This is an optimization exercise on Yosys and OpenROAD, whose aim is a short achievable clock period, not a production implementation.
At most, simulation tests tie the RTL to the original design; equivalence was not proved.
No functional check of the RTL was part of runs 2 and 3.
No activity file was given, so power comes from the tool's default toggle rates.

<file path="design.v">
module twms_decode (
  input  logic        valid,
  input  logic [1:0]  port,        
  input  logic [31:0] w,           
  output logic        mal,         
  output logic        rng,         
  output logic        fstat,       
  output logic [1:0]  xstart,      
  output logic [1:0]  xstat,
  output logic [1:0]  bufwr,
  output logic [1:0]  bufrd,
  output logic        evpost,
  output logic        evclr,
  output logic        evpend,
  output logic [4:0]  emblk,       
  output logic [4:0]  emunblk,
  output logic        emcda,
  output logic        emsleep,
  output logic [1:0][2:0] subev,   
  output logic [1:0][2:0] irqraise,
  output logic [1:0]  irqen,
  output logic [1:0]  irqstat,
  output logic        wake
);
  logic host, env, sev;
  assign host = valid && (port == 2'd0);
  assign env  = valid && (port == 2'd1);
  assign sev  = valid && (port == 2'd2);
  logic [15:0] opd;
  always_comb
    for (int i = 0; i < 16; i++) opd[i] = (w[31:28] == 4'(i));
  logic z7_0, z23_8, z21_8, z25_24, z27_8, z7_5, z4_3, z2_0, z7_3, z27_24, z23_22;
  assign z7_0   = (w[7:0] == 8'b0);
  assign z7_5   = (w[7:5] == 3'b0);
  assign z7_3   = (w[7:3] == 5'b0);
  assign z4_3   = (w[4:3] == 2'b0);
  assign z2_0   = (w[2:0] == 3'b0);
  assign z23_8  = (w[23:8] == 16'b0);
  assign z21_8  = (w[21:8] == 14'b0);
  assign z23_22 = (w[23:22] == 2'b0);
  assign z25_24 = (w[25:24] == 2'b0);
  assign z27_24 = (w[27:24] == 4'b0);
  assign z27_8  = z27_24 && z23_8;
  logic [1:0] bus;                    
  assign bus = {!w[27] && w[26], !w[27] && !w[26]};
  logic cnt_ok, lvl_ok;
  assign cnt_ok = (w[9:7] != 3'd0) && (w[9:7] <= 3'd4);
  assign lvl_ok = (w[2:0] <= 3'd4);
  logic [4:0] lvl;
  always_comb
    for (int l = 0; l < 5; l++) lvl[l] = (w[2:0] == 3'(l));
  logic [2:0] sk, ik;
  assign sk[0] = (w[25:24] == 2'd0) && z7_0;
  assign sk[1] = (w[25:24] == 2'd1);
  assign sk[2] = (w[25:24] == 2'd2) && z7_0;
  assign ik[0] = (w[23:22] == 2'd0) && z7_0;
  assign ik[1] = (w[23:22] == 2'd1);
  assign ik[2] = (w[23:22] == 2'd2) && z7_0;
  logic wf_xstart, wf_xstat, wf_bufwr, wf_bufrd, wf_evpc, wf_evpend, wf_emlv, wf_em0,
        wf_subev, wf_irqraise, wf_irqen, wf_irqstat, wf_fstat, wf_wake;
  assign wf_xstart   = host && opd[1] && (w[6:5] == 2'b0);
  assign wf_xstat    = host && opd[2] && z25_24 && z23_8 && z7_0;
  assign wf_bufwr    = host && opd[3] && z23_8;
  assign wf_bufrd    = host && opd[4] && z25_24 && z23_8 && z7_0;
  assign wf_evpc     = host && (opd[5] || opd[6]) && z27_8 && z7_5;
  assign wf_evpend   = host && opd[7] && z27_8 && z7_0;
  assign wf_emlv     = host && (opd[8] || opd[9]) && z27_8 && z7_3;
  assign wf_em0      = host && (opd[10] || opd[11]) && z27_8 && z7_0;
  assign wf_subev    = sev && opd[12] && z23_8 && (sk != 3'b0);
  assign wf_irqraise = env && opd[13] && z25_24 && z21_8 && (ik != 3'b0);
  assign wf_irqen    = host && opd[13] && (w[25:24] == 2'd1) && z23_8 && z7_3;
  assign wf_irqstat  = host && opd[13] && (w[25:24] == 2'd2) && z23_8 && z7_0;
  assign wf_fstat    = host && opd[14] && z27_24 && z23_8 && z7_0;
  assign wf_wake     = env && opd[14] && (w[27:24] == 4'd1) && z23_8 && z7_0;
  logic wf_bus, wf_any, in_rng;
  assign wf_bus = wf_xstart || wf_xstat || wf_bufwr || wf_bufrd || wf_subev ||
                  wf_irqraise || wf_irqen || wf_irqstat;
  assign wf_any = wf_bus || wf_evpc || wf_evpend || wf_emlv || wf_em0 || wf_fstat || wf_wake;
  assign in_rng = !((wf_bus && w[27]) || (wf_xstart && !cnt_ok) || (wf_emlv && !lvl_ok));
  assign mal = !wf_any;
  assign rng = !in_rng;
  assign fstat    = wf_fstat;
  assign xstart   = {2{wf_xstart && cnt_ok}} & bus;
  assign xstat    = {2{wf_xstat}} & bus;
  assign bufwr    = {2{wf_bufwr}} & bus;
  assign bufrd    = {2{wf_bufrd}} & bus;
  assign evpost   = wf_evpc && opd[5];
  assign evclr    = wf_evpc && opd[6];
  assign evpend   = wf_evpend;
  assign emblk    = {5{wf_emlv && opd[8]}} & lvl;
  assign emunblk  = {5{wf_emlv && opd[9]}} & lvl;
  assign emcda    = wf_em0 && opd[10];
  assign emsleep  = wf_em0 && opd[11];
  assign subev[0]    = {3{wf_subev && bus[0]}} & sk;
  assign subev[1]    = {3{wf_subev && bus[1]}} & sk;
  assign irqraise[0] = {3{wf_irqraise && bus[0]}} & ik;
  assign irqraise[1] = {3{wf_irqraise && bus[1]}} & ik;
  assign irqen    = {2{wf_irqen}} & bus;
  assign irqstat  = {2{wf_irqstat}} & bus;
  assign wake     = wf_wake;
endmodule
module twms (
  input  logic        clk,
  input  logic        rst,           
  input  logic        cmd_valid,
  input  logic [1:0]  cmd_port,      
  input  logic [31:0] cmd_word,
  output logic        rsp_valid,
  output logic        rsp_ok,
  output logic [31:0] rsp_data,
  output logic [1:0]  bo0_cnt,       
  output logic [10:0] bo0_act0,
  output logic [10:0] bo0_act1,
  output logic [1:0]  bo1_cnt,       
  output logic [10:0] bo1_act0,
  output logic [10:0] bo1_act1,
  output logic        sleep_valid,   
  output logic [2:0]  sleep_level,
  output logic        pwr_asleep,    
  output logic [2:0]  pwr_level,
  output logic        halt,          
  output logic [2:0]  fcode,
  output logic [7:0]  finfo
);
  localparam logic [10:0] BA_START = 11'h000, BA_STOP = 11'h100, BA_TX = 11'h400;
  logic [1:0][2:0]  st_q;
  logic [1:0]       avail_q;
  logic [1:0]       mode_q;
  logic [1:0][6:0]  paddr_q;
  logic [1:0][7:0]  raddr_q;
  logic [1:0][2:0]  rem_q;
  logic [1:0][31:0] buf_q;
  logic [1:0][31:0] evoh_q;      
  logic [1:0][2:0]  if_q;
  logic [1:0][2:0]  ien_q;
  logic [1:0][7:0]  rxdata_q;
  logic [31:0]      ev_q;
  logic [4:0][4:0]  vt_q;        
  logic [1:0]       rem1_q, rem2_q;    
  logic [1:0][3:0]  rl1_q, rl2_q;      
  logic [1:0]       x_xs;        
  logic [1:0]       x_bw;        
  logic [1:0][2:0]  x_hv;        
  logic             x_dlv;       
  logic [1:0][2:0]  x_irq;       
  logic [1:0][2:0]  x_clr;       
  logic [1:0]       x_ien;       
  logic             x_evpost, x_evclr;
  logic [4:0]       x_vinc, x_vdec;
  logic             f_mode;
  logic [6:0]       f_paddr;
  logic [7:0]       f_raddr;
  logic [2:0]       f_cnt;
  logic             f_cnt1;      
  logic [3:0]       f_cl;        
  logic [31:0]      f_evoh;
  logic [3:0]       f_lane;
  logic [7:0]       f_byte;
  logic [2:0]       f_ien;
  logic             rsp_valid_q, rsp_okn_q;
  logic [31:0]      rsp_data_q;    
  logic [1:0][1:0]  bo_cnt_q;
  logic [1:0][10:0] bo_a0_q;
  logic [1:0][9:0]  bo_a1_q;      
  logic             slp_valid_q;
  logic [2:0]       slp_level_q;
  logic             asleep_q;
  logic [2:0]       plevel_q;
  logic             hpn_q, fatn_q, hp_q, fat_q;
  logic [1:0]       fcpn_q, fcnn_q, fcp_q, fcn_q;
  logic [5:0]       fipn_q, finn_q, fip_q, fin_q;
  logic             halt_cur;
  logic [2:0]       fcode_cur;
  logic [7:0]       finfo_cur;
  assign halt_cur  = hp_q | fat_q;
  assign fcode_cur = {1'b0, fcp_q | fcn_q};
  assign finfo_cur = {2'b0, fip_q | fin_q};
  assign rsp_valid   = rsp_valid_q;
  assign rsp_ok      = ~(rsp_okn_q | fat_q);        
  assign rsp_data    = {rsp_data_q[31:3], ~(rsp_data_q[2] & fatn_q), rsp_data_q[1],
                        ~(rsp_data_q[0] & fatn_q)};   
  assign bo0_cnt     = bo_cnt_q[0];
  assign bo0_act0    = bo_a0_q[0];
  assign bo0_act1    = {bo_a1_q[0][9], 1'b0, bo_a1_q[0][8:0]};
  assign bo1_cnt     = bo_cnt_q[1];
  assign bo1_act0    = bo_a0_q[1];
  assign bo1_act1    = {bo_a1_q[1][9], 1'b0, bo_a1_q[1][8:0]};
  assign sleep_valid = slp_valid_q;
  assign sleep_level = slp_level_q;
  assign pwr_asleep  = asleep_q;
  assign pwr_level   = plevel_q;
  assign halt        = ~(hpn_q & fatn_q);
  assign fcode       = {1'b0, ~(fcpn_q & fcnn_q)};
  assign finfo       = {2'b0, ~(fipn_q & finn_q)};
  logic [1:0][2:0] st_n;
  logic [1:0] avail_n;
  logic [1:0] mode_n;
  logic [1:0][6:0] paddr_n;
  logic [1:0][7:0] raddr_n;
  logic [1:0][2:0] rem_n;
  logic [1:0][31:0] buf_n;
  logic [1:0][31:0] evoh_n;
  logic [1:0][2:0] if_n;
  logic [1:0][2:0] ien_n;
  logic [1:0][7:0] rxdata_n;
  logic [31:0] ev_n;
  logic [4:0][4:0] vt_n;
  logic [4:0] vfull;
  logic [4:0] vzero;
  logic [2:0] cda;
  logic [1:0][2:0] hf;
  logic [1:0][2:0][2:0] hcode;
  logic [1:0][2:0][7:0] hinfo;
  logic [1:0][2:0][1:0] hcnt;
  logic [1:0][10:0] ack_a0;
  logic [1:0][10:0] ack_a1;
  logic [1:0][10:0] rx_a0;
  logic [1:0] dlv_on;
  logic [2:0] dlv_kind;
  logic  dlv_fatal;
  logic [2:0] dlv_fcode;
  logic [7:0] dlv_finfo;
  logic [1:0][1:0] dlv_cnt;
  logic [1:0][10:0] dlv_a0;
  logic [1:0][10:0] dlv_a1;
  twms_state u_state (
    .st_q(st_q),
    .avail_q(avail_q),
    .mode_q(mode_q),
    .paddr_q(paddr_q),
    .raddr_q(raddr_q),
    .rem_q(rem_q),
    .buf_q(buf_q),
    .evoh_q(evoh_q),
    .if_q(if_q),
    .ien_q(ien_q),
    .rxdata_q(rxdata_q),
    .ev_q(ev_q),
    .vt_q(vt_q),
    .rem1_q(rem1_q),
    .rem2_q(rem2_q),
    .rl1_q(rl1_q),
    .rl2_q(rl2_q),
    .f_cnt1(f_cnt1),
    .f_cl(f_cl),
    .x_xs(x_xs),
    .x_bw(x_bw),
    .x_hv(x_hv),
    .x_dlv(x_dlv),
    .x_irq(x_irq),
    .x_clr(x_clr),
    .x_ien(x_ien),
    .x_evpost(x_evpost),
    .x_evclr(x_evclr),
    .x_vinc(x_vinc),
    .x_vdec(x_vdec),
    .f_mode(f_mode),
    .f_paddr(f_paddr),
    .f_raddr(f_raddr),
    .f_cnt(f_cnt),
    .f_evoh(f_evoh),
    .f_lane(f_lane),
    .f_byte(f_byte),
    .f_ien(f_ien),
    .halt_cur(halt_cur),
    .st_n(st_n),
    .avail_n(avail_n),
    .mode_n(mode_n),
    .paddr_n(paddr_n),
    .raddr_n(raddr_n),
    .rem_n(rem_n),
    .buf_n(buf_n),
    .evoh_n(evoh_n),
    .if_n(if_n),
    .ien_n(ien_n),
    .rxdata_n(rxdata_n),
    .ev_n(ev_n),
    .vt_n(vt_n),
    .vfull(vfull),
    .vzero(vzero),
    .cda(cda),
    .hf(hf),
    .hcode(hcode),
    .hinfo(hinfo),
    .hcnt(hcnt),
    .ack_a0(ack_a0),
    .ack_a1(ack_a1),
    .rx_a0(rx_a0),
    .dlv_on(dlv_on),
    .dlv_kind(dlv_kind),
    .dlv_fatal(dlv_fatal),
    .dlv_fcode(dlv_fcode),
    .dlv_finfo(dlv_finfo),
    .dlv_cnt(dlv_cnt),
    .dlv_a0(dlv_a0),
    .dlv_a1(dlv_a1)
  );
  logic            v, nv;           
  logic            d_mal, d_rng, d_fstat, d_evpost, d_evclr, d_evpend, d_emcda, d_emsleep, d_wake;
  logic [1:0]      d_xstart, d_xstat, d_bufwr, d_bufrd, d_irqen, d_irqstat;
  logic [4:0]      d_emblk, d_emunblk;
  logic [1:0][2:0] d_subev, d_irqraise;
  assign v  = cmd_valid && !rst;
  assign nv = !cmd_valid && !rst;
  twms_decode u_decode (
    .valid    (v),
    .port     (cmd_port),
    .w        (cmd_word),
    .mal      (d_mal),
    .rng      (d_rng),
    .fstat    (d_fstat),
    .xstart   (d_xstart),
    .xstat    (d_xstat),
    .bufwr    (d_bufwr),
    .bufrd    (d_bufrd),
    .evpost   (d_evpost),
    .evclr    (d_evclr),
    .evpend   (d_evpend),
    .emblk    (d_emblk),
    .emunblk  (d_emunblk),
    .emcda    (d_emcda),
    .emsleep  (d_emsleep),
    .subev    (d_subev),
    .irqraise (d_irqraise),
    .irqen    (d_irqen),
    .irqstat  (d_irqstat),
    .wake     (d_wake)
  );
  logic             h;
  logic [1:0]       e_xs, e_bw, e_sub;
  logic [1:0][2:0]  e_hv;
  logic             c1, c2, c3, c4, c5, fat_cmd, fatal, ok;
  logic [15:0]      g_op;
  logic             g_host, g_env, g_sev, g_z7_0, g_z7_5, g_z7_3, g_z238, g_z218, g_z2524,
                    g_z2724, g_b, g_cnt, g_lvl, g_sk, g_ik, g_wf, g_go, g_fstat, g_busy;
  logic             sb_hf;
  logic [2:0]       sb_hc;
  logic [7:0]       sb_hi;
  logic             ck_xs, ck_em, ck_sub, sp_xs, sp_blk, sp_unb, sp_sub, f_xs, f_blk, f_unb, f_sub;
  logic [31:0]      rd, rd_src, rd_buf;
  logic             rd_base, rd_bus, rd_top, rd_xstat, rd_bufrd, rd_evpend, rd_irq,
                    rd_cda, rd_fstat, rd_ok_hi, rd_ok_mid, rd_ok_lo, rd_ok_cda;
  logic [7:0]       rd_xs;
  logic [15:0]      rd_irqv;
  logic [2:0]       fc;
  logic [7:0]       fi;
  logic             sleep_x, wake_x, sub_any;
  logic             rsp_ok_d;
  logic [31:0]      rsp_data_d;
  logic [1:0][1:0]  bo_cnt_d;
  logic [1:0][10:0] bo_a0_d, bo_a1_d;
  always_comb begin
    h = halt_cur;
    for (int b = 0; b < 2; b++) begin
      e_xs[b]  = d_xstart[b] && !h && avail_n[b] && !vfull[2];
      e_bw[b]  = d_bufwr[b] && !h && avail_n[b];
      e_sub[b] = (d_subev[b] != 3'b0) && !h;
      for (int k = 0; k < 3; k++)
        e_hv[b][k] = (d_subev[b][k] && !h && !hf[b][k]) ||
                     (nv && dlv_on[b] && dlv_kind[k] && !hf[b][k]);
    end
    for (int i = 0; i < 16; i++) g_op[i] = (cmd_word[31:28] == 4'(i));
    g_host = v && (cmd_port == 2'd0);
    g_env  = v && (cmd_port == 2'd1);
    g_sev  = v && (cmd_port == 2'd2);
    g_z7_0 = (cmd_word[7:0] == 8'b0);
    g_z7_5 = (cmd_word[7:5] == 3'b0);
    g_z7_3 = (cmd_word[7:3] == 5'b0);
    g_z238 = (cmd_word[23:8] == 16'b0);
    g_z218 = (cmd_word[21:8] == 14'b0);
    g_z2524 = (cmd_word[25:24] == 2'b0);
    g_z2724 = (cmd_word[27:24] == 4'b0);
    g_b   = !cmd_word[27];
    g_cnt = (cmd_word[9:7] != 3'd0) && (cmd_word[9:7] <= 3'd4);
    g_lvl = (cmd_word[2:0] <= 3'd4);
    g_sk  = (cmd_word[25:24] == 2'd1) ||
            (((cmd_word[25:24] == 2'd0) || (cmd_word[25:24] == 2'd2)) && g_z7_0);
    g_ik  = (cmd_word[23:22] == 2'd1) ||
            (((cmd_word[23:22] == 2'd0) || (cmd_word[23:22] == 2'd2)) && g_z7_0);
    g_wf = (g_host && g_op[1] && (cmd_word[6:5] == 2'b0)) ||
           (g_host && g_z238 &&
            (g_op[3] ||
             (g_z7_0 && (((g_op[2] || g_op[4]) && g_z2524) ||
                         ((g_op[7] || g_op[10] || g_op[11] || g_op[14]) && g_z2724) ||
                         (g_op[13] && (cmd_word[25:24] == 2'd2)))) ||
             (g_z7_5 && (g_op[5] || g_op[6]) && g_z2724) ||
             (g_z7_3 && (((g_op[8] || g_op[9]) && g_z2724) ||
                         (g_op[13] && (cmd_word[25:24] == 2'd1)))))) ||
           (g_env && ((g_op[13] && g_z2524 && g_z218 && g_ik) ||
                      (g_op[14] && (cmd_word[27:24] == 4'd1) && g_z238 && g_z7_0))) ||
           (g_sev && g_op[12] && g_z238 && g_sk);
    g_go = (g_host && g_op[1] && (cmd_word[6:5] == 2'b0) && g_b && g_cnt) ||
           (g_host && g_z238 &&
            ((g_op[3] && g_b) ||
             (g_z7_0 && (((g_op[2] || g_op[4]) && g_z2524 && g_b) ||
                         ((g_op[7] || g_op[10] || g_op[11] || g_op[14]) && g_z2724) ||
                         (g_op[13] && (cmd_word[25:24] == 2'd2) && g_b))) ||
             (g_z7_5 && (g_op[5] || g_op[6]) && g_z2724) ||
             (g_z7_3 && (((g_op[8] || g_op[9]) && g_z2724 && g_lvl) ||
                         (g_op[13] && (cmd_word[25:24] == 2'd1) && g_b))))) ||
           (g_env && ((g_op[13] && g_z2524 && g_z218 && g_ik && g_b) ||
                      (g_op[14] && (cmd_word[27:24] == 4'd1) && g_z238 && g_z7_0))) ||
           (g_sev && g_op[12] && g_z238 && g_sk && g_b);
    g_fstat = g_host && g_op[14] && g_z2724 && g_z238 && g_z7_0;
    g_busy  = (g_op[1] || g_op[3]) && !avail_n[cmd_word[26]];
    c4 = v && h && !g_fstat;
    c1 = v && !h && !g_wf;
    c2 = !h && g_wf && !g_go;
    c3 = !h && g_go && g_busy;
    ck_xs  = v && (cmd_port == 2'd0) && (cmd_word[6:5] == 2'b0) && !cmd_word[27] &&
             (cmd_word[9:7] != 3'd0) && (cmd_word[9:7] <= 3'd4);
    ck_em  = v && (cmd_port == 2'd0) && (cmd_word[27:3] == 25'b0);
    ck_sub = v && (cmd_port == 2'd2) && (cmd_word[23:8] == 16'b0) && !cmd_word[27] &&
             ((cmd_word[25:24] == 2'd1) ||
              (((cmd_word[25:24] == 2'd0) || (cmd_word[25:24] == 2'd2)) && (cmd_word[7:0] == 8'b0)));
    sp_xs  = (cmd_word[31:28] == 4'h1) && avail_n[cmd_word[26]] && vfull[2];
    sp_blk = (cmd_word[31:28] == 4'h8) && (cmd_word[2:0] <= 3'd4) && vfull[cmd_word[2:0]];
    sp_unb = (cmd_word[31:28] == 4'h9) && (cmd_word[2:0] <= 3'd4) && vzero[cmd_word[2:0]];
    sb_hf = 1'b0;
    sb_hc = 3'd0;
    sb_hi = 8'd0;
    for (int b = 0; b < 2; b++)
      for (int k = 0; k < 3; k++)
        if (cmd_word[26] == 1'(b) && cmd_word[25:24] == 2'(k)) begin
          sb_hf = hf[b][k];
          sb_hc = hcode[b][k];
          sb_hi = hinfo[b][k];
        end
    sp_sub = (cmd_word[31:28] == 4'hC) && sb_hf;
    f_xs   = !h && ck_xs && sp_xs;
    f_blk  = !h && ck_em && sp_blk;
    f_unb  = !h && ck_em && sp_unb;
    f_sub  = !h && ck_sub && sp_sub;
    fat_cmd = f_xs || f_blk || f_unb || f_sub;
    c5 = fat_cmd;
    fatal = fat_cmd || (nv && dlv_fatal);
    rd_base = v && (cmd_port == 2'd0) && (cmd_word[23:0] == 24'b0);
    rd_bus  = !cmd_word[27] && (cmd_word[25:24] == 2'd0);
    rd_top  = (cmd_word[27:24] == 4'd0);
    rd_xstat  = (cmd_word[31:28] == 4'h2) && rd_bus;
    rd_bufrd  = (cmd_word[31:28] == 4'h4) && rd_bus;
    rd_evpend = (cmd_word[31:28] == 4'h7) && rd_top;
    rd_irq    = (cmd_word[31:28] == 4'hD) && !cmd_word[27] && (cmd_word[25:24] == 2'd2);
    rd_cda    = ((cmd_word[31:28] == 4'hA) || (cmd_word[31:28] == 4'hB)) && rd_top;
    rd_fstat  = (cmd_word[31:28] == 4'hE) && rd_top;
    rd_ok_hi  = rd_base && !h && (rd_bufrd || rd_evpend);
    rd_ok_mid = rd_base && ((!h && (rd_bufrd || rd_evpend || rd_irq)) || rd_fstat);
    rd_ok_lo  = rd_base && ((!h && (rd_bufrd || rd_evpend || rd_irq || rd_xstat)) || rd_fstat);
    rd_ok_cda = rd_base && !h && rd_cda;
    rd_xs   = (cmd_word[26] ? {mode_n[1], rem_n[1], st_n[1], avail_n[1]}
                            : {mode_n[0], rem_n[0], st_n[0], avail_n[0]});
    rd_buf  = cmd_word[26] ? buf_n[1] : buf_n[0];
    rd_irqv = cmd_word[26] ? {rxdata_n[1], 2'b0, ien_n[1], if_n[1]}
                           : {rxdata_n[0], 2'b0, ien_n[0], if_n[0]};
    case ({cmd_word[31], cmd_word[29], cmd_word[28]})
      3'b010:  rd_src = {24'b0, rd_xs};
      3'b000:  rd_src = rd_buf;
      3'b011:  rd_src = ev_n;
      3'b101:  rd_src = {16'b0, rd_irqv};
      default: rd_src = {16'b0, finfo_cur, 4'b0, fcode_cur, h};
    endcase
    rd[31:16] = rd_src[31:16] & {16{rd_ok_hi}};
    rd[15:8]  = rd_src[15:8]  & {8{rd_ok_mid}};
    rd[7:0]   = rd_src[7:0]   & {8{rd_ok_lo}};
    rd[2:0]   = rd[2:0] | (cda & {3{rd_ok_cda}});
    ok = g_fstat || (!h && g_go && !g_busy);
    rsp_ok_d = ok;
    rsp_data_d = rd;
    rsp_data_d[0] = c1 || c3 || rd[0];
    rsp_data_d[1] = c2 || c3 || rd[1];
    rsp_data_d[2] = c4 || rd[2];
    for (int b = 0; b < 2; b++) begin
      bo_cnt_d[b] = {e_xs[b], 1'b0} | (dlv_cnt[b] & {2{nv}});
      for (int k = 0; k < 3; k++)
        bo_cnt_d[b] = bo_cnt_d[b] | (hcnt[b][k] & {2{d_subev[b][k] && !h}});
      if (!cmd_valid) begin
        bo_a0_d[b] = dlv_a0[b];
        bo_a1_d[b] = dlv_a1[b];
      end else if (cmd_word[31:28] == 4'h1) begin
        bo_a0_d[b] = BA_START;
        bo_a1_d[b] = BA_TX | {3'b0, cmd_word[24:18], 1'b0};
      end else begin
        bo_a0_d[b] = cmd_word[24] ? rx_a0[b] : ack_a0[b];
        bo_a1_d[b] = cmd_word[24] ? BA_STOP : ack_a1[b];
      end
    end
    fc = 3'd0;
    fi = 8'd0;
    if (nv && dlv_fatal) begin
      fc = dlv_fcode;
      fi = dlv_finfo;
    end
    if (f_xs) begin
      fc = fc | 3'd3;
      fi = fi | 8'd2;
    end
    if (f_blk) begin
      fc = fc | 3'd3;
      fi = fi | {5'b0, cmd_word[2:0]};
    end
    if (f_unb) begin
      fc = fc | 3'd2;
      fi = fi | {5'b0, cmd_word[2:0]};
    end
    if (f_sub) begin
      fc = fc | sb_hc;
      fi = fi | sb_hi;
    end
    sleep_x = d_emsleep && !h;
    wake_x  = d_wake && !h;
    sub_any = (e_sub != 2'b0) || (nv && (dlv_on != 2'b0));
  end
  always_ff @(posedge clk) begin
    rsp_valid_q <= v;
    rsp_okn_q   <= !rsp_ok_d;
    rsp_data_q  <= {rsp_data_d[31:3], !rsp_data_d[2], rsp_data_d[1], !rsp_data_d[0]};
    bo_cnt_q    <= bo_cnt_d;
    bo_a0_q     <= bo_a0_d;
    for (int b = 0; b < 2; b++) bo_a1_q[b] <= {bo_a1_d[b][10], bo_a1_d[b][8:0]};
    slp_valid_q <= sleep_x;
    slp_level_q <= cda;
    if (rst) begin
      hpn_q    <= 1'b1;
      fatn_q   <= 1'b1;
      hp_q     <= 1'b0;
      fat_q    <= 1'b0;
      fcpn_q   <= 2'b11;
      fcnn_q   <= 2'b11;
      fcp_q    <= 2'b00;
      fcn_q    <= 2'b00;
      fipn_q   <= 6'h3f;
      finn_q   <= 6'h3f;
      fip_q    <= 6'h00;
      fin_q    <= 6'h00;
      asleep_q <= 1'b0;
      plevel_q <= 3'd0;
    end else begin
      hpn_q    <= !h;
      fatn_q   <= !fatal;
      hp_q     <= h;
      fat_q    <= fatal;
      fcpn_q   <= ~fcode_cur[1:0];
      fcnn_q   <= ~fc[1:0];     
      fcp_q    <= fcode_cur[1:0];
      fcn_q    <= fc[1:0];
      fipn_q   <= ~finfo_cur[5:0];
      finn_q   <= ~fi[5:0];
      fip_q    <= finfo_cur[5:0];
      fin_q    <= fi[5:0];
      asleep_q <= sleep_x || (asleep_q && !sub_any && !wake_x);
      if (sleep_x) plevel_q <= cda;
    end
    x_xs     <= e_xs;
    x_bw     <= e_bw;
    x_hv     <= e_hv;
    x_dlv    <= !cmd_valid;
    for (int b = 0; b < 2; b++) begin
      x_irq[b] <= d_irqraise[b] & {3{!h}};
      x_clr[b] <= {3{nv && dlv_on[b]}} & dlv_kind;
    end
    x_ien    <= d_irqen & {2{!h}};
    x_evpost <= d_evpost && !h;
    x_evclr  <= d_evclr && !h;
    for (int l = 0; l < 5; l++) begin
      x_vinc[l] <= (d_emblk[l] && !h && !vfull[l]) || (l == 2 && e_xs != 2'b0);
      x_vdec[l] <= (d_emunblk[l] && !h && !vzero[l]) ||
                   (l == 2 && (e_hv[0][2] || e_hv[1][2]));
    end
    f_mode   <= cmd_word[25];
    f_paddr  <= cmd_word[24:18];
    f_raddr  <= cmd_word[17:10];
    f_cnt    <= cmd_word[9:7];
    f_cnt1   <= (cmd_word[9:7] == 3'd1);
    for (int i = 0; i < 4; i++) f_cl[i] <= (cmd_word[8:7] == 2'(i + 1));
    for (int i = 0; i < 32; i++) f_evoh[i] <= (cmd_word[4:0] == 5'(i));
    for (int i = 0; i < 4; i++)  f_lane[i] <= (cmd_word[25:24] == 2'(i));
    f_byte   <= cmd_word[7:0];
    f_ien    <= cmd_word[2:0];
    if (rst) begin
      st_q     <= '0;
      avail_q  <= '1;
      mode_q   <= '0;
      paddr_q  <= '0;
      raddr_q  <= '0;
      rem_q    <= '0;
      buf_q    <= '0;
      evoh_q   <= {2{32'd1}};
      if_q     <= '0;
      ien_q    <= '1;
      rxdata_q <= '0;
      ev_q     <= '0;
      vt_q     <= '0;
      rem1_q   <= 2'b00;
      rem2_q   <= 2'b00;
      rl1_q    <= {2{4'b1000}};
      rl2_q    <= {2{4'b0100}};
    end else begin
      st_q     <= st_n;
      avail_q  <= avail_n;
      mode_q   <= mode_n;
      paddr_q  <= paddr_n;
      raddr_q  <= raddr_n;
      rem_q    <= rem_n;
      buf_q    <= buf_n;
      evoh_q   <= evoh_n;
      if_q     <= if_n;
      ien_q    <= ien_n;
      rxdata_q <= rxdata_n;
      ev_q     <= ev_n;
      vt_q     <= vt_n;
      for (int b = 0; b < 2; b++) begin
        rem1_q[b] <= (rem_n[b] == 3'd1);
        rem2_q[b] <= (rem_n[b] == 3'd2);
        for (int j = 0; j < 4; j++) begin
          rl1_q[b][j] <= (rem_n[b][1:0] == 2'(j + 1));
          rl2_q[b][j] <= (rem_n[b][1:0] == 2'(j + 2));
        end
      end
    end
  end
endmodule
module twms_state (
  input  logic [1:0][2:0] st_q,
  input  logic [1:0] avail_q,
  input  logic [1:0] mode_q,
  input  logic [1:0][6:0] paddr_q,
  input  logic [1:0][7:0] raddr_q,
  input  logic [1:0][2:0] rem_q,
  input  logic [1:0][31:0] buf_q,
  input  logic [1:0][31:0] evoh_q,
  input  logic [1:0][2:0] if_q,
  input  logic [1:0][2:0] ien_q,
  input  logic [1:0][7:0] rxdata_q,
  input  logic [31:0] ev_q,
  input  logic [4:0][4:0] vt_q,
  input  logic [1:0] rem1_q,
  input  logic [1:0] rem2_q,
  input  logic [1:0][3:0] rl1_q,
  input  logic [1:0][3:0] rl2_q,
  input  logic  f_cnt1,
  input  logic [3:0] f_cl,
  input  logic [1:0] x_xs,
  input  logic [1:0] x_bw,
  input  logic [1:0][2:0] x_hv,
  input  logic  x_dlv,
  input  logic [1:0][2:0] x_irq,
  input  logic [1:0][2:0] x_clr,
  input  logic [1:0] x_ien,
  input  logic  x_evpost,
  input  logic  x_evclr,
  input  logic [4:0] x_vinc,
  input  logic [4:0] x_vdec,
  input  logic  f_mode,
  input  logic [6:0] f_paddr,
  input  logic [7:0] f_raddr,
  input  logic [2:0] f_cnt,
  input  logic [31:0] f_evoh,
  input  logic [3:0] f_lane,
  input  logic [7:0] f_byte,
  input  logic [2:0] f_ien,
  input  logic  halt_cur,
  output logic [1:0][2:0] st_n,
  output logic [1:0] avail_n,
  output logic [1:0] mode_n,
  output logic [1:0][6:0] paddr_n,
  output logic [1:0][7:0] raddr_n,
  output logic [1:0][2:0] rem_n,
  output logic [1:0][31:0] buf_n,
  output logic [1:0][31:0] evoh_n,
  output logic [1:0][2:0] if_n,
  output logic [1:0][2:0] ien_n,
  output logic [1:0][7:0] rxdata_n,
  output logic [31:0] ev_n,
  output logic [4:0][4:0] vt_n,
  output logic [4:0] vfull,
  output logic [4:0] vzero,
  output logic [2:0] cda,
  output logic [1:0][2:0] hf,
  output logic [1:0][2:0][2:0] hcode,
  output logic [1:0][2:0][7:0] hinfo,
  output logic [1:0][2:0][1:0] hcnt,
  output logic [1:0][10:0] ack_a0,
  output logic [1:0][10:0] ack_a1,
  output logic [1:0][10:0] rx_a0,
  output logic [1:0] dlv_on,
  output logic [2:0] dlv_kind,
  output logic  dlv_fatal,
  output logic [2:0] dlv_fcode,
  output logic [7:0] dlv_finfo,
  output logic [1:0][1:0] dlv_cnt,
  output logic [1:0][10:0] dlv_a0,
  output logic [1:0][10:0] dlv_a1
);
  localparam logic [10:0] BA_START = 11'h000, BA_STOP = 11'h100, BA_TX = 11'h400;
  logic [1:0][2:0] rm_q;
  logic [1:0][1:0][2:0] pend_x;
  logic [1:0][2:0] pend;
  logic [1:0] dec_n, rn1;
  logic [1:0][3:0] rnl;
  logic [1:0][7:0] lane_n;
  always_comb begin
    for (int b = 0; b < 2; b++) begin
      rm_q[b] = rem_q[b] - 3'd1;
      st_n[b]     = st_q[b];
      avail_n[b]  = avail_q[b];
      mode_n[b]   = mode_q[b];
      paddr_n[b]  = paddr_q[b];
      raddr_n[b]  = raddr_q[b];
      rem_n[b]    = rem_q[b];
      evoh_n[b]   = evoh_q[b];
      if (x_xs[b]) begin
        st_n[b]    = 3'd1;
        avail_n[b] = 1'b0;
        mode_n[b]  = f_mode;
        paddr_n[b] = f_paddr;
        raddr_n[b] = f_raddr;
        rem_n[b]   = f_cnt;
        evoh_n[b]  = f_evoh;
      end
      if (x_hv[b][0]) begin
        case (st_q[b])
          3'd1:    st_n[b] = mode_q[b] ? 3'd2 : 3'd4;
          3'd2:    st_n[b] = 3'd3;
          3'd3:    st_n[b] = 3'd5;
          default: st_n[b] = rem1_q[b] ? 3'd6 : 3'd4;
        endcase
        if (st_q[b] == 3'd4) rem_n[b] = rm_q[b];
      end
      if (x_hv[b][1]) begin
        st_n[b]  = rem1_q[b] ? 3'd6 : 3'd5;
        rem_n[b] = rm_q[b];
      end
      if (x_hv[b][2]) begin
        st_n[b]    = 3'd0;
        avail_n[b] = 1'b1;
      end
      for (int j = 0; j < 4; j++) begin
        buf_n[b][8*j +: 8] = buf_q[b][8*j +: 8];
        if (x_bw[b] && f_lane[j])
          buf_n[b][8*j +: 8] = f_byte;
        if (x_hv[b][1] && rl1_q[b][j])
          buf_n[b][8*j +: 8] = x_dlv ? rxdata_q[b] : f_byte;
      end
      if_n[b] = (if_q[b] | x_irq[b]) & ~x_clr[b];
      ien_n[b] = x_ien[b] ? f_ien : ien_q[b];
      rxdata_n[b] = x_irq[b][1] ? f_byte : rxdata_q[b];
    end
    ev_n = ev_q;
    if (x_evpost) ev_n = ev_n | f_evoh;
    if (x_evclr)  ev_n = ev_n & ~f_evoh;
    if (x_hv[0][2]) ev_n = ev_n | evoh_q[0];
    if (x_hv[1][2]) ev_n = ev_n | evoh_q[1];
    for (int l = 0; l < 5; l++)
      vt_n[l] = x_vinc[l] ? {vt_q[l][3:0], 1'b1} : x_vdec[l] ? {1'b0, vt_q[l][4:1]} : vt_q[l];
  end
  always_comb begin
    for (int l = 0; l < 5; l++) begin
      vfull[l] = vt_n[l][4];
      vzero[l] = !vt_n[l][0];
    end
    cda = 3'd4;
    for (int l = 3; l >= 0; l--)
      if (!vzero[l]) cda = 3'(l);
    for (int b = 0; b < 2; b++) begin
      dec_n[b] = x_hv[b][1] || (x_hv[b][0] && st_q[b] == 3'd4);
      rn1[b] = x_xs[b] ? f_cnt1 : dec_n[b] ? rem2_q[b] : rem1_q[b];
      rnl[b] = x_xs[b] ? f_cl : dec_n[b] ? rl2_q[b] : rl1_q[b];
      lane_n[b] = 8'b0;
      for (int j = 0; j < 4; j++)
        if (rnl[b][j]) lane_n[b] = lane_n[b] | buf_n[b][8*j +: 8];
      hf[b][0] = !(st_n[b] == 3'd1 || st_n[b] == 3'd2 || st_n[b] == 3'd3 || st_n[b] == 3'd4);
      hf[b][1] = !(st_n[b] == 3'd3 || st_n[b] == 3'd5);
      hf[b][2] = !(st_n[b] == 3'd6) || vzero[2];
      for (int k = 0; k < 3; k++) begin
        if (k == 2 && st_n[b] == 3'd6) begin
          hcode[b][k] = 3'd2;
          hinfo[b][k] = 8'd2;
        end else begin
          hcode[b][k] = 3'd1;
          hinfo[b][k] = {2'b0, 1'(b), st_n[b], 2'(k)};
        end
      end
      hcnt[b][0] = 2'd0;
      ack_a0[b]  = BA_TX | {3'b0, lane_n[b]};
      ack_a1[b]  = BA_STOP;
      case (st_n[b])
        3'd1: begin
          hcnt[b][0] = 2'd1;
          ack_a0[b]  = BA_TX | {3'b0, raddr_n[b]};
        end
        3'd2: begin
          hcnt[b][0] = 2'd2;
          ack_a0[b]  = BA_START;
          ack_a1[b]  = BA_TX | {3'b0, paddr_n[b], 1'b1};
        end
        3'd4: hcnt[b][0] = rn1[b] ? 2'd2 : 2'd1;
        default: ;
      endcase
      hcnt[b][1] = 2'd0;
      if (st_n[b] == 3'd3 || st_n[b] == 3'd5) hcnt[b][1] = rn1[b] ? 2'd2 : 2'd1;
      hcnt[b][2] = 2'd0;
      rx_a0[b] = rn1[b] ? 11'h300 : 11'h200;    
      pend[b] = if_n[b] & ien_n[b];
    end
    dlv_on[0] = !halt_cur && (pend[0] != 3'b0);
    dlv_on[1] = !halt_cur && (pend[0] == 3'b0) && (pend[1] != 3'b0);
    dlv_kind = 3'b000;
    dlv_fatal = 1'b0;
    dlv_fcode = 3'd0;
    dlv_finfo = 8'd0;
    for (int b = 0; b < 2; b++) begin
      pend_x[b][0] = {pend[b][2] & !pend[b][1] & !pend[b][0], pend[b][1] & !pend[b][0], pend[b][0]};
      dlv_cnt[b] = 2'd0;
      dlv_a0[b]  = pend[b][0] ? ack_a0[b] : rx_a0[b];
      dlv_a1[b]  = pend[b][0] ? ack_a1[b] : BA_STOP;
      for (int k = 0; k < 3; k++)
        if (pend_x[b][0][k]) dlv_cnt[b] = dlv_on[b] ? hcnt[b][k] : 2'd0;
    end
    for (int b = 0; b < 2; b++)
      if (dlv_on[b]) begin
        dlv_kind = pend_x[b][0];
        for (int k = 0; k < 3; k++)
          if (pend_x[b][0][k]) begin
            dlv_fatal = hf[b][k];
            dlv_fcode = hcode[b][k];
            dlv_finfo = hinfo[b][k];
          end
      end
  end
endmodule
</file>
<file path="flow/run.sh">
#!/bin/bash
# Layout flow: the standard ORFS flow, with timing repair aimed at a setup
# slack margin well above what the 10 ns clock asks for, so that the resizer
# keeps working on the critical paths (the SDC is unchanged), and a last
# max-slew/max-cap repair after global routing (flow/post_grt.tcl). Port
# buffers are buf_4 (ORFS would pick a delay cell, clkdlybuf4s50_1).
# The platform's don't-use cells are extended with the slow high-stack gates
# (flow/dont_use.txt), for synthesis and for the resizer alike.
# make's output goes to standard_flow.log; each ORFS step logs under orfs/logs/.
set -euo pipefail
MARGIN=${MARGIN:-7.0}
DONT_USE=$(tr '\n' ' ' < flow/dont_use.txt)
bash standard.sh SETUP_SLACK_MARGIN=$MARGIN TNS_END_PERCENT=100 \
  "DONT_USE_CELLS=$DONT_USE" \
  "BUFFER_PORTS_ARGS=-buffer_cell sky130_fd_sc_hd__buf_4" \
  POST_GLOBAL_ROUTE_TCL=$PWD/flow/post_grt.tcl finish > standard_flow.log 2>&1
</file>
<file path="flow/dont_use.txt">
sky130_fd_sc_hd__probe_p_8
sky130_fd_sc_hd__probec_p_8
sky130_fd_sc_hd__lpflow_bleeder_1
sky130_fd_sc_hd__lpflow_clkbufkapwr_1
sky130_fd_sc_hd__lpflow_clkbufkapwr_16
sky130_fd_sc_hd__lpflow_clkbufkapwr_2
sky130_fd_sc_hd__lpflow_clkbufkapwr_4
sky130_fd_sc_hd__lpflow_clkbufkapwr_8
sky130_fd_sc_hd__lpflow_clkinvkapwr_1
sky130_fd_sc_hd__lpflow_clkinvkapwr_16
sky130_fd_sc_hd__lpflow_clkinvkapwr_2
sky130_fd_sc_hd__lpflow_clkinvkapwr_4
sky130_fd_sc_hd__lpflow_clkinvkapwr_8
sky130_fd_sc_hd__lpflow_decapkapwr_12
sky130_fd_sc_hd__lpflow_decapkapwr_3
sky130_fd_sc_hd__lpflow_decapkapwr_4
sky130_fd_sc_hd__lpflow_decapkapwr_6
sky130_fd_sc_hd__lpflow_decapkapwr_8
sky130_fd_sc_hd__lpflow_inputiso0n_1
sky130_fd_sc_hd__lpflow_inputiso0p_1
sky130_fd_sc_hd__lpflow_inputiso1n_1
sky130_fd_sc_hd__lpflow_inputiso1p_1
sky130_fd_sc_hd__lpflow_inputisolatch_1
sky130_fd_sc_hd__lpflow_isobufsrc_1
sky130_fd_sc_hd__lpflow_isobufsrc_16
sky130_fd_sc_hd__lpflow_isobufsrc_2
sky130_fd_sc_hd__lpflow_isobufsrc_4
sky130_fd_sc_hd__lpflow_isobufsrc_8
sky130_fd_sc_hd__lpflow_isobufsrckapwr_16
sky130_fd_sc_hd__lpflow_lsbuf_lh_hl_isowell_tap_1
sky130_fd_sc_hd__lpflow_lsbuf_lh_hl_isowell_tap_2
sky130_fd_sc_hd__lpflow_lsbuf_lh_hl_isowell_tap_4
sky130_fd_sc_hd__lpflow_lsbuf_lh_isowell_4
sky130_fd_sc_hd__lpflow_lsbuf_lh_isowell_tap_1
sky130_fd_sc_hd__lpflow_lsbuf_lh_isowell_tap_2
sky130_fd_sc_hd__lpflow_lsbuf_lh_isowell_tap_4
sky130_fd_sc_hd__or4_*
sky130_fd_sc_hd__nor4_*
sky130_fd_sc_hd__or4b_*
sky130_fd_sc_hd__nor4b_*
sky130_fd_sc_hd__or4bb_*
sky130_fd_sc_hd__nor4bb_*
sky130_fd_sc_hd__or3_*
sky130_fd_sc_hd__nor3_*
sky130_fd_sc_hd__or3b_*
sky130_fd_sc_hd__nor3b_*
sky130_fd_sc_hd__o41ai_*
sky130_fd_sc_hd__a41oi_*
sky130_fd_sc_hd__o41a_*
sky130_fd_sc_hd__a41o_*
sky130_fd_sc_hd__o311ai_*
sky130_fd_sc_hd__o2111ai_*
sky130_fd_sc_hd__a2111oi_*
sky130_fd_sc_hd__o2111a_*
sky130_fd_sc_hd__a2111o_*
sky130_fd_sc_hd__o311a_*
sky130_fd_sc_hd__a311oi_*
sky130_fd_sc_hd__a311o_*
sky130_fd_sc_hd__o32ai_*
sky130_fd_sc_hd__o32a_*
sky130_fd_sc_hd__a32oi_*
sky130_fd_sc_hd__a32o_*
sky130_fd_sc_hd__o221ai_*
sky130_fd_sc_hd__o221a_*
sky130_fd_sc_hd__a221oi_*
sky130_fd_sc_hd__a221o_*
sky130_fd_sc_hd__o211ai_*
sky130_fd_sc_hd__o211a_*
sky130_fd_sc_hd__a211oi_*
sky130_fd_sc_hd__a211o_*
sky130_fd_sc_hd__o31ai_*
sky130_fd_sc_hd__o31a_*
sky130_fd_sc_hd__a31oi_*
sky130_fd_sc_hd__a31o_*
sky130_fd_sc_hd__o22a_*
sky130_fd_sc_hd__a22o_*
sky130_fd_sc_hd__a2bb2o_*
sky130_fd_sc_hd__o2bb2a_*
sky130_fd_sc_hd__a2bb2oi_*
sky130_fd_sc_hd__o2bb2ai_*
sky130_fd_sc_hd__and4_*
sky130_fd_sc_hd__and4b_*
sky130_fd_sc_hd__and4bb_*
sky130_fd_sc_hd__nand4b_*
sky130_fd_sc_hd__nand4bb_*
sky130_fd_sc_hd__a222oi_1
sky130_fd_sc_hd__and3b_1
sky130_fd_sc_hd__and3b_2
sky130_fd_sc_hd__and3b_4
sky130_fd_sc_hd__and3_1
sky130_fd_sc_hd__and3_2
sky130_fd_sc_hd__and3_4
sky130_fd_sc_hd__mux4_1
sky130_fd_sc_hd__mux4_2
sky130_fd_sc_hd__mux4_4
</file>
<file path="flow/post_grt.tcl">
# After global routing's timing repair: repair max slew and capacitance
# again, with margin, since repair_timing can leave drivers at the limit.
# Same sequence as global_route.tcl uses after its own repair_design.
repair_design -slew_margin 30 -cap_margin 30
global_route -start_incremental
detailed_placement
global_route -end_incremental
estimate_parasitics -global_routing
write_guides $::env(RESULTS_DIR)/route.guide
</file>
<file path="standard.sh">
#!/bin/bash
# synth_recipe.tcl (not shown) runs the flow's synth.tcl, then flattens the netlist and writes it again
# the make line also repeats each setting of config.mk as NAME=value (left out here)
make -C /OpenROAD-flow-scripts/flow DESIGN_CONFIG=/design/flow/config.mk WORK_HOME=/design/flow/orfs CLKGATE_MAP_FILE= SYNTH_SCRIPT=/design/flow/synth_recipe.tcl "${@:-finish}"
</file>
<file path="config.mk">
export PLATFORM = sky130hd
export DESIGN_NAME = twms
export DESIGN_NICKNAME = twms
export VERILOG_FILES = /design/flow/design.v
export SDC_FILE = /design/flow/constraint.sdc
export NUM_CORES = 4
export LEC_CHECK = 0
export CAP_MARGIN = 20
export CORE_MARGIN = 2
export CORE_UTILIZATION = 40
export PLACE_DENSITY = 0.6
export SLEW_MARGIN = 20
export SYNTH_HIERARCHICAL = 1
export SYNTH_MINIMUM_KEEP_SIZE = 0
</file>
<file path="constraint.sdc">
create_clock -name core_clock -period 10.0 [get_ports {clk}]
set_input_delay 2.0000 -clock core_clock [delete_from_list [all_inputs] [get_ports {clk}]]
set_output_delay 2.0000 -clock core_clock [all_outputs]
set_load 0.01 [all_outputs]
</file>
==> impl_metrics.toml, run 1 <==
[clock_tree]
cts_buffers = 53
postCtsSetupRepairBufs = 24
cts_root_buffer = "clkbuf_16"
insertion_delay_ns = 0.63
hold_buffers = 0
cts.sinks = 499
clk_pin_slew_ns = 0.06
ctsResizeCount = 291
ctsHtreeMaxLevel = 2
cts_tree = "built"
cts.path.max_buffers = 3

[yosys]
synthCells = 3005
syn_avg_cell_area_um2 = 8.30
synthesis.area_mm2 = 0.0249
yosys_warnings = 9

[cells_and_area]
syn_to_final_growth_pct = 19.6
final_nets = 3101
stdcell_count = 3940
fill_cells = 5861
drive_above_1_share_pct = 25.5
utilization_pct = 48.3
diodes = 0

[routing]
viasPerCell = 5.39
dr.pass1.iters = 8
post_drt_wl_per_cell_um = 22.0
drt_iter0_drc = 1788
drt_wl_total_mm = 86.8
num_vias = 21200
drc = 0
ant_nets = 0

[placed_design]
place_hpwl_mm = 59.0
dp.cells = 3774
globalplace.congestion = 0.961
io_buffers = 133
post-place-ws_ns = 5.37

[timing]
skew_ns = 0.0217
tightest_slew_ns = 0.948
relSlewSlack_pct = 36.8
finalSetupViolations = 0
fin_tns_setup_ns = 0
post-route-period-util_pct = 32.0
finalHoldViolCount = 0
fin_crit_ns = 3.20
drv_slew = 0
fin_ws_ns = 6.80
max_freq_ghz = 0.313

[setup_path]
worstSetupStartpointType = "flop"
path_class = "reg2out"
critPathCaptureType = "output port"
cp.arrival_ns = 1.20
cp.required_ns = 8.00
critical_path_peak_fanout = 3

[floorplan]
ioPinCount = 139
fp.dieH_um = 254
die_w_um = 254
core_area_mm2 = 0.0617
die_area_mm2 = 0.0644
num_rows = 91
initial_core_util_pct = 40.4

[grt]
grt_pass1_wl_mm = 128
track_usage_pct = 26.3
antenna_found_initial = 1
grt_max_degree = 99
first_global_vias = 20700
gr-total-overflow = 0

[worst_hold_path]
min_path_type = "reg2reg"

[power]
pwr-share-clk_pct = 48.9
pwr-share-comb_pct = 5.4
p_sw_share_pct = 23.5
power_density_mw_per_mm2 = 149
ir_drop_uv = 126
power.switching_uw = 1040
power_frac_seq_pct = 45.7
p_total_uw = 4430
internal_power_uw = 3390
leakagePower_uw = 0.0122

[job]
drv_cap = 0

[status]
outcome = "finished clean"
critical path, cell delays in order, from the launching register on:
cell     delay [ns]
dfxtp_4        0.37
nand2_2        0.08
buf_6          0.12
metrics by stage:
stage | hold slack (ns) | area [um^2]
4_1_cts | 0.466 | 29000
6_report | 0.464 | 29800
3_3_place_gp | 0.448 | 25800
2_1_floorplan | 0.481 | 25500
3_5_place_dp | 0.456 | 25800
power groups by stage:
stage / clock, uW / sequential (uW) / combinational (uW)
3_5_place_dp: 0 / 2070 / 188
3_3_place_gp: 0 / 2070 / 187
4_1_cts: 2200 / 2020 / 220
6_report: 2170 / 2020 / 241
2_1_floorplan: 0 / 2060 / 142
registers in the layout, summed over array words and instances (netlist names), 7 cells and up:
name and cells:
rl2_q 7, ev_q 32, raddr_q 16, bo_a0_q 22
bo_a1_q 20, paddr_q 14, rsp_data_q 32, f_raddr 8
f_evoh 32, f_paddr 7, vt_q 25, buf_q 64
evoh_q 64, rxdata_q 16
cells in the final DEF (no fill, tap or decap), types with 97 or more instances in the layout:
cell type  instances
mux2_2           133
a21oi_1          127
buf_6            114
nor2b_1          281
o21ai_0           97
dfxtp_2           99
nor2_1           422
dfxtp_1          385
mux2i_1          139
nand2_1          186
layer usage:
layer	share of wire (%)	up-vias	global-route usage, %
met3	5.8	190	2.85
met1	44	10300	35.9
li1	-	9985	-
met4	4.3	0	11.1
met2	45	752	42.3
met5	0	-	0
final timing paths:
kind	start	end	slack, ns	cells after the start
worst max-delay path	fatn_q$_SDFF_PP1_	rsp_data[2]	6.80	2
worst min-delay path	plevel_q[0]$_SDFFE_PP0P_	plevel_q[0]$_SDFFE_PP0P_	0.46	2
worst max register to register	x_hv[3]$_DFF_P_	fcnn_q[0]$_SDFF_PP1_	7.12	15
worst min register to register	plevel_q[0]$_SDFFE_PP0P_	plevel_q[0]$_SDFFE_PP0P_	0.46	2
cell type report:
class                   instances  area [um^2]  share of cell area, %
well taps                     837         1050                   3.51
inverters                     106          424                   1.42
flip-flops and latches        499        10200                   34.1
repair buffers                211         2380                   7.97
clock buffers                  73         1540                   5.17
multi-input cells            2189        13900                   46.5
clock inverters                25          408                   1.37
==> run 2, diff against run 1 <==
--- a/design.v
+++ b/design.v
@@ -405,8 +405,18 @@
     g_busy  = (g_op[1] || g_op[3]) && !avail_n[cmd_word[26]];
     c4 = v && h && !g_fstat;
     c1 = v && !h && !g_wf;
-    c2 = !h && g_wf && !g_go;
-    c3 = !h && g_go && g_busy;
+    c2 = !h && ((g_host && g_op[1] && (cmd_word[6:5] == 2'b0) && (!g_b || !g_cnt)) ||
+                (g_host && g_z238 &&
+                 ((g_op[3] && !g_b) ||
+                  (g_z7_0 && (((g_op[2] || g_op[4]) && g_z2524) ||
+                              (g_op[13] && (cmd_word[25:24] == 2'd2))) && !g_b) ||
+                  (g_z7_3 && (((g_op[8] || g_op[9]) && g_z2724 && !g_lvl) ||
+                              (g_op[13] && (cmd_word[25:24] == 2'd1) && !g_b))))) ||
+                (g_env && g_op[13] && g_z2524 && g_z218 && g_ik && !g_b) ||
+                (g_sev && g_op[12] && g_z238 && g_sk && !g_b));
+    c3 = !h && g_b && !avail_n[cmd_word[26]] &&
+          ((g_host && g_op[1] && (cmd_word[6:5] == 2'b0) && g_cnt) ||
+           (g_host && g_op[3] && g_z238));
     ck_xs  = v && (cmd_port == 2'd0) && (cmd_word[6:5] == 2'b0) && !cmd_word[27] &&
              (cmd_word[9:7] != 3'd0) && (cmd_word[9:7] <= 3'd4);
     ck_em  = v && (cmd_port == 2'd0) && (cmd_word[27:3] == 25'b0);
--- a/flow/dont_use.txt
+++ b/flow/dont_use.txt
@@ -83,13 +83,3 @@
 sky130_fd_sc_hd__and4bb_*
 sky130_fd_sc_hd__nand4b_*
 sky130_fd_sc_hd__nand4bb_*
-sky130_fd_sc_hd__a222oi_1
-sky130_fd_sc_hd__and3b_1
-sky130_fd_sc_hd__and3b_2
-sky130_fd_sc_hd__and3b_4
-sky130_fd_sc_hd__and3_1
-sky130_fd_sc_hd__and3_2
-sky130_fd_sc_hd__and3_4
-sky130_fd_sc_hd__mux4_1
-sky130_fd_sc_hd__mux4_2
-sky130_fd_sc_hd__mux4_4
==> run 2 against run 1 <==
  * Cell count shrank 3.1%
  * Core utilization grew 1.4 points
  * Critical path depth is the same
  * Power shrank 1.6%
  * Sequential power is essentially flat
  * Setup slack gained 0.023 ns
  * Cell area grew 0.60%
  * Die area shrank 2.2%
  * Critical path type unchanged
  * Largest power group unchanged
==> impl_metrics.toml, run 2 <==
[status]
outcome = "finished clean"

[clock_tree]
clk_pin_slew_ns = 0.07
cts_tree = "built"
ctsResizeCount = 344
cts_root_buffer = "clkbuf_16"
insertion_delay_ns = 0.64
ctsHtreeMaxLevel = 2
postCtsSetupRepairBufs = 57
cts.path.max_buffers = 3
hold_buffers = 0
cts.sinks = 499
cts_buffers = 55

[floorplan]
die_w_um = 251
core_area_mm2 = 0.0604
initial_core_util_pct = 40.4
num_rows = 90
fp.dieH_um = 251
die_area_mm2 = 0.0630
ioPinCount = 139

[cells_and_area]
drive_above_1_share_pct = 27.2
top_regs = "buf_q (64), evoh_q (64)"
layout_common_cells = "388 x dfxtp_1, 283 x nor2b_1, 247 x nor2_1"
final_nets = 3032
final_common_cell = "dfxtp_1"
syn_to_final_growth_pct = 23.0

[routing]
viasPerCell = 5.63
dr.pass1.iters = 8
drt_iter0_drc = 1942
post_drt_wl_per_cell_um = 23.9
ant_nets = 0
num_vias = 21500
drc = 0
drt_wl_total_mm = 91.1

[setup_path]
worstSetupStartpointType = "flop"
cp.arrival_ns = 1.17
cp.required_ns = 8.00
critical_path_peak_fanout = 1
critPathCaptureType = "output port"
path_class = "reg2out"

[worst_hold_path]
min_path_type = "reg2reg"

[grt]
met1_usage_pct = 36.5
first_global_vias = 20900
grt_use_met3_pct = 4.34
track_usage_pct = 27.8
grt_pass1_wl_mm = 132
grt_max_degree = 78
gr-total-overflow = 0
use_met2_pct = 45.2
busiest_layer = "met2"
antenna_found_initial = 1

[timing]
holdWs_ns = 0.459
fin_crit_ns = 3.17
finalHoldViolCount = 0
post-route-period-util_pct = 31.7
skew_ns = 0.0307
tightest_slew_ns = 1.08
fin_tns_setup_ns = 0
relSlewSlack_pct = 27.8
drv_slew = 0
max_freq_ghz = 0.315
finalSetupViolations = 0

[yosys]
yosys_warnings = 9
synthesis.area_mm2 = 0.0244
syn_avg_cell_area_um2 = 8.47
synthCells = 2878

[power]
ir_drop_uv = 142
leakagePower_uw = 0.0125
power_density_mw_per_mm2 = 145

[placed_design]
io_buffers = 133
globalplace.congestion = 0.972
place_hpwl_mm = 60.3

[job]
drv_cap = 0
## run 2: worst max-delay path, cell delays in order, from the launching register on
cell and delay [ns]:
dfxtp_2 0.33, nor2_1 0.09, buf_4 0.13
## run 2: worst paths after layout
path / from / end / slack (ns) / depth (start not counted)
max: rsp_okn_q$_DFF_P_ / rsp_ok / 6.83 / 2
min: plevel_q[0]$_SDFFE_PP0P_ / plevel_q[0]$_SDFFE_PP0P_ / 0.46 / 2
max reg2reg: x_hv[1]$_DFF_P_ / bo_a0_q[2]$_DFF_P_ / 7.02 / 10
min reg2reg: plevel_q[0]$_SDFFE_PP0P_ / plevel_q[0]$_SDFFE_PP0P_ / 0.46 / 2
## run 2: final cells by class
class                   instances  area (um^2)
inverters                     140          543
fillers                      5657        30400
flip-flops and latches        499        10200
clock inverters                15          216
diodes                          2         5.00
well taps                     782          978
multi-input cells            2028        13400
repair buffers                267         3140
clock buffers                  83         1610
## run 2: routing by layer
layer  part of all wire, %  vias to the layer above
li1                      -                     9882
met1                    43                    10500
met2                    47                      904
met3                   6.4                      198
met4                   4.4                        0
met5                     0                        -
## run 2: power breakdown
part / leakage (uW) / switching, uW / internal [uW]
Sequential: 0.00407 / 15.7 / 2000
Combinational: 0.00753 / 162 / 114
Clock: 0.000886 / 871 / 1190
Total: 0.0125 / 1050 / 3310
## run 2: through the flow
| stage | worst slack, ns | instance area, um^2 | cells | total power (uW) | util, % |
|---|---|---|---|---|---|
| 6_report | 6.83 | 30000 | 3816 | 4360 | 49.7 |
| 4_1_cts | 6.78 | 29100 | 3763 | 4360 | 48.2 |
| 3_5_place_dp | 5.41 | 25400 | 3593 | 2260 | 42.1 |
| 3_3_place_gp | 5.43 | 25400 | 3593 | 2260 | 42.1 |
| 2_1_floorplan | 6.65 | 25000 | 2933 | 2200 | - |
==> run 3, diff against run 2 <==
--- a/design.v
+++ b/design.v
@@ -473,7 +473,19 @@
     rd[15:8]  = rd_src[15:8]  & {8{rd_ok_mid}};
     rd[7:0]   = rd_src[7:0]   & {8{rd_ok_lo}};
     rd[2:0]   = rd[2:0] | (cda & {3{rd_ok_cda}});
-    ok = g_fstat || (!h && g_go && !g_busy);
+    ok = g_fstat || (!h &&
+         ((g_host && g_op[1] && (cmd_word[6:5] == 2'b0) && g_b && g_cnt && avail_n[cmd_word[26]]) ||
+          (g_host && g_z238 &&
+           ((g_op[3] && g_b && avail_n[cmd_word[26]]) ||
+            (g_z7_0 && (((g_op[2] || g_op[4]) && g_z2524 && g_b) ||
+                        ((g_op[7] || g_op[10] || g_op[11] || g_op[14]) && g_z2724) ||
+                        (g_op[13] && (cmd_word[25:24] == 2'd2) && g_b))) ||
+            (g_z7_5 && (g_op[5] || g_op[6]) && g_z2724) ||
+            (g_z7_3 && (((g_op[8] || g_op[9]) && g_z2724 && g_lvl) ||
+                        (g_op[13] && (cmd_word[25:24] == 2'd1) && g_b))))) ||
+          (g_env && ((g_op[13] && g_z2524 && g_z218 && g_ik && g_b) ||
+                     (g_op[14] && (cmd_word[27:24] == 4'd1) && g_z238 && g_z7_0))) ||
+          (g_sev && g_op[12] && g_z238 && g_sk && g_b)));
     rsp_ok_d = ok;
     rsp_data_d = rd;
     rsp_data_d[0] = c1 || c3 || rd[0];
==> run 3 against run 2 <==
  * Setup slack got worse by 0.027 ns
  * Area after synthesis decreased by 0.33%
  * Via count decreased by 1.2%
  * Combinational power decreased by 4%
  * Register-to-register slack improved by 0.05 ns
  * Power increased by 5.9%
  * Clock power increased by 13%
  * Maximum frequency decreased by 0.84%
  * Synthesized cell count decreased by 0.28%
  * Still clean
==> impl_metrics.toml, run 3 <==
[yosys]
synthCells = 2870
syn_avg_cell_area_um2 = 8.47
synthesis.area_mm2 = 0.0243
yosys_warnings = 9

[placed_design]
post-place-ws_ns = 5.31
io_buffers = 133
place_hpwl_mm = 57.1
globalplace.congestion = 0.956

[routing]
viasPerCell = 5.59
drc = 0
ant_nets = 0
drt_iter0_drc = 1838
num_vias = 21200
post_drt_wl_per_cell_um = 22.7
drt_wl_total_mm = 86.0
dr.pass1.iters = 7

[grt]
antenna_found_initial = 2
track_usage_pct = 26.3
first_global_vias = 20400
grt_max_degree = 98
grt_pass1_wl_mm = 126
gr-total-overflow = 0

[job]
drv_cap = 0

[timing]
max_freq_ghz = 0.312
fin_ws_ns = 6.80
finalHoldViolCount = 0
tightest_slew_ns = 0.931
skew_ns = 0.0193
drv_slew = 0
fin_tns_setup_ns = 0
finalSetupViolations = 0
relSlewSlack_pct = 37.9
fin_crit_ns = 3.20
post-route-period-util_pct = 32.0

[worst_hold_path]
min_path_type = "reg2reg"
min_from = "plevel_q[2]$_SDFFE_PP0P_"

[cells_and_area]
final_nets = 3005
top_regs = "buf_q (64), evoh_q (64)"
drive_above_1_share_pct = 27.3
layout_common_cells = "391 x dfxtp_1, 281 x nor2b_1, 239 x nor2_1"
fill_cells = 5570
final_common_cell = "dfxtp_1"
syn_to_final_growth_pct = 23.5
diodes = 0

[clock_tree]
cts.sinks = 499
postCtsSetupRepairBufs = 52
cts_buffers = 57
insertion_delay_ns = 0.65
cts_root_buffer = "clkbuf_16"
ctsHtreeMaxLevel = 2
hold_buffers = 0
cts_tree = "built"
clk_pin_slew_ns = 0.06
cts.path.max_buffers = 3
ctsResizeCount = 338

[floorplan]
initial_core_util_pct = 40.4
num_rows = 90
core_area_mm2 = 0.0602
die_w_um = 251
die_area_mm2 = 0.0628
ioPinCount = 139
fp.dieH_um = 251

[setup_path]
critical_path_peak_fanout = 2
critPathCaptureType = "output port"
cp.required_ns = 8.00
worstSetupStartpointType = "flop"
cp.arrival_ns = 1.20
crit_start = "fat_q$_SDFF_PP0_"
rrSetupSlack_ns = 7.07
path_class = "reg2out"
r2r_start = "x_hv[1]$_DFF_P_"

[power]
ir_drop_uv = 138
leakagePower_uw = 0.0124
power_density_mw_per_mm2 = 154

[status]
outcome = "finished clean"
[run 3: path summary, 6_finish.rpt]
path / endpoint / cells after the start
max: rsp_ok / 2
max reg2reg: rsp_data_q[0]$_DFF_P_ / 11
min reg2reg: plevel_q[2]$_SDFFE_PP0P_ / 2
min: plevel_q[2]$_SDFFE_PP0P_ / 2
[run 3: routing by layer]
metal	share of wire (%)	up-vias	GRT usage, %	wire length, um
li1	-	9823	-	-
met1	42	10300	34.7	36400
met2	46	874	42.6	39300
met3	7.1	210	4.46	6080
met4	4.9	2	11.2	4180
met5	0.019	-	0	16
[run 3: area by class of cell]
class                           count  area, um^2  area share [%]
Inverter                          142         546            1.82
Multi-Input combinational cell   2015       13300            44.3
Tap cell                          782         978            3.26
Timing Repair Buffer              249        2940            9.80
Clock inverter                     32         512            1.71
Clock buffer                       75        1600            5.34
Sequential cell                   499       10100            33.8
[run 3: through the flow]
step / utilization [%] / std cells / hold WS (ns) / instance area (um^2) / total power, uW
6_report: 49.8 / 3794 / 0.482 / 30000 / 4620
2_1_floorplan: - / 2925 / 0.458 / 25000 / 2200
4_1_cts: 48.8 / 3758 / 0.483 / 29400 / 4640
3_3_place_gp: 42.2 / 3586 / 0.465 / 25400 / 2250
3_5_place_dp: 42.2 / 3586 / 0.468 / 25400 / 2260
[run 3: worst max-delay path, cell delays in order (launching register included)]
cell and delay [ns]:
dfxtp_2 0.33, nor2_4 0.12, buf_6 0.11
[run 3: where the power goes]
| part | total (uW) | leakage, uW | switching (uW) | internal, uW |
|---|---|---|---|---|
| registers | 2020 | 0.00407 | 14.9 | 2010 |
| logic | 266 | 0.00732 | 153 | 112 |
| clock network | 2330 | 0.00103 | 909 | 1420 |
| total | 4620 | 0.0124 | 1080 | 3540 |

afterwards: timing with drivers on the ports:
Ports are ideal in the flow. The routed layouts listed here were re-timed in OpenROAD.
Step 1 sets driving cells, clkbuf_16 on the clock port and buf_2 on the other inputs (assumed; they add their load-dependent delay and slew).
Step 2 adds t to the input delays and takes it off the output delays; t is the mean of the earliest and latest rising clock arrival at the registers after step 1. Input paths then give back, and output paths get back, about the clock's delay inside the block.
Three values: no drivers, after step 1, after step 2; two values: the first two.
run | t, ns | slack for setup (ns) | worst slew at a driven data input, ns | pins driven straight from the clock port
run 1 | 0.677 | 6.803 / 6.742 / 6.205 | 0.27 | 1
run 2 | 0.684 | 6.826 / 6.762 / 6.148 | 0.25 | 1
run 3 | 0.701 | 6.799 / 6.736 / 6.106 | 0.23 | 1
After both steps setup and hold are still met in every run listed. For run 3, which loses most, drivers alone change the setup slack by -0.063 ns; drivers and shift together by -0.693 ns.
